This is an optimization exercise on Yosys and OpenROAD, whose aim is small area, a short achievable clock period and few clock cycles, not a production implementation.
Power is estimated from default activity; no workload was simulated.

==> inputs of build 50 <==
Design bgfc_rx, start of the top module:
module bgfc_rx (
    input  wire        clk,
    input  wire        rst,
    input  wire        unknown_fatal,
    input  wire        rx_valid,
    input  wire [7:0]  rx_data,
    output wire        rx_ready,
    input  wire        reg_valid,
    input  wire        reg_unreg,
    input  wire [1:0]  reg_dir,
    input  wire [7:0]  reg_class,
    input  wire [7:0]  reg_cmd,
    input  wire [7:0]  reg_tag,
    output reg         reg_done,
    output reg         reg_err,
    output reg         fld_valid,
    output reg  [3:0]  fld_index,
    output reg  [3:0]  fld_type,
    output reg         fld_elem,
    output reg  [47:0] fld_data,
    output reg         done_valid,
    output wire [3:0]  done_status,
    output wire        done_event,
    output wire [7:0]  done_class,
    output wire [7:0]  done_cmd,
    output wire [10:0] done_len,
    output reg         done_handled,
    output reg  [7:0]  done_tag,
    output wire [10:0] done_cur,
    output wire [3:0]  done_fidx,
    output reg  [8:0]  done_need,
    output wire        halted
);
    localparam [3:0] I_U8 = 4'd0, I_END = 4'd15;
    localparam [3:0] T_U8 = 4'd0, T_NOPAY = 4'd7;
    reg        rdy;
    reg        iv;
    reg  [7:0] ib;
    wire       acc = rx_valid & rdy;
    assign rx_ready = rdy;
    reg        h0, h1, h2, h3, pl;      
    reg        ev_t;                    
    reg  [2:0] lh_t;
    reg        ev;
    reg  [10:0] len;
    reg  [7:0] cls, cmd;
    reg        z;                       
    reg  [1:0] hit2;
    wire       hit = |hit2;
    reg  [11:0] cd;                     
    reg        st_mal, st_unk;          
    reg  [4:0] idx;
    reg        err;
    reg  [3:0] ty;                      
    reg  [3:0] fidx;
    reg  [3:0] dfidx;                   
    reg  [2:0] bp;                      
    reg        abody;                   
    reg  [7:0] acnt;                    
    reg  [10:0] rem;                    
    reg  [10:0] cur;                    
    reg        inc;                     
    reg        npend;                   
    reg        spend;                   
    reg        n2;                      
    reg        fin;                     
    reg        hlt;
    reg        rop1, run, rok;          
    reg        sv [0:31];
    reg  [7:0] st [0:31];
    reg  [2:0] ph;
  ...
export LEC_CHECK = 0
export CAP_MARGIN = 20
export CORE_MARGIN = 2
export CORE_UTILIZATION = 40
export CTS_CLUSTER_DIAMETER = 60
export CTS_CLUSTER_SIZE = 25
export SETUP_SLACK_MARGIN = 4.5
export SLEW_MARGIN = 20
create_clock -name core_clock -period 7.0 [get_ports {clk}]
standard.sh (not shown) runs the stock make flow with config.mk's settings and CLKGATE_MAP_FILE= SYNTH_SCRIPT=/design/flow/synth_recipe.tcl, a recipe that flattens the netlist after the stock synthesis.
==> flow/flow/run.sh <==
#!/bin/bash
set -euo pipefail
export BUFFER_PORTS_ARGS="-buffer_cell sky130_fd_sc_hd__buf_1"
export CTS_ARGS="-sink_clustering_enable -repair_clock_nets -sink_clustering_size 25 -sink_clustering_max_diameter 60 -sink_clustering_levels 1"
bash standard.sh > standard.log 2>&1
==> build 12 (differences from build 50) <==
--- a/flow/design.v
+++ b/flow/design.v
@@ -262,11 +262,10 @@
     reg  [10:0] len;
     reg  [7:0] cls, cmd;
     reg        z;                       
     reg  [1:0] hit2;
     wire       hit = |hit2;
-    reg  [11:0] cd;                     
     reg        st_mal, st_unk;          
     reg  [4:0] idx;
     reg        err;
     reg  [3:0] ty;                      
     reg  [3:0] fidx;
@@ -300,14 +299,14 @@
     wire [1:0] lk_hit;
     wire       lk_nop1, lk_nop2, lk_e21;
     wire [4:0] lk_idx;
     wire [3:0] lk_t0;
     wire [2:0] lk_place;
-    wire [11:0] cd_n;
+    wire [11:0] cd;                     
     bgfc_catalog_class u_class (
-        .class_id (reg_valid ? reg_class : ib),
-        .cd       (cd_n)
+        .class_id (cls),
+        .cd       (cd)
     );
     bgfc_catalog_lookup u_lookup (
         .is_event   (ev_t),
         .cd         (cd),
         .command_id (ib),
@@ -376,14 +375,14 @@
         end
         if (iv & h2)
             cls <= ib;
         if (iv & h3)
             cmd <= ib;
-        if ((iv & h2) | reg_valid)
-            cd <= cd_n;
-        if (reg_valid)
+        if (reg_valid) begin
             ev_t <= reg_dir[1];
+            cls  <= reg_class;
+        end
         if (rst) begin
             h0 <= 1'b1; h1 <= 1'b0; h2 <= 1'b0; h3 <= 1'b0; pl <= 1'b0;
         end else if (iv) begin
             if (h0) begin h0 <= 1'b0; h1 <= 1'b1; end
             if (h1) begin h1 <= 1'b0; h2 <= 1'b1; end
==> run notes <==
In build 12 the area after synthesis is lower than in build 50, by 4.7%.
Against build 50, the die area of build 12 is smaller by about 4.7%.
Of build 12 and build 50, build 50 has the higher combinational power (gap about 20%, measured against build 50).
In build 50 the sequential power is larger than in build 12, by about 2%.
Between build 50 and build 12, the lower non-clock buffer count is in build 12 (gap 5).
No run of this note included a check of the RTL's function; only the layout flow was run.

## port drivers added, routing unchanged
No port has a modelled driver above. Below, the same layouts with a new extraction and two added sets of constraints. Step 1 sets driving cells, clkbuf_16 on the clock port and buf_2 on the other inputs (assumed; they add their load-dependent delay and slew). Step 2 moves the port delays by t, midway between the first and last clock arrival at a register: inputs arrive t later, outputs are due t later. That takes back most of the time a late clock gives input paths. a / b / c = no drivers / after step 1 / after step 2; a / b = the first two.
| run | t (ns) | slack for setup (ns) | hold slack, ns | cell pins on the clock port's net |
|---|---|---|---|---|
| build 50 | 0.637 | 4.463 / 4.405 / 4.137 | 0.312 / 0.312 / 0.312 | 1 |
| build 12 | 0.623 | 4.371 / 4.323 / 4.238 | 0.321 / 0.321 / 0.321 | 1 |
After both steps setup and hold are still met in every run listed. For build 50, which loses most, drivers alone change the setup slack by -0.058 ns; drivers and shift together by -0.326 ns.
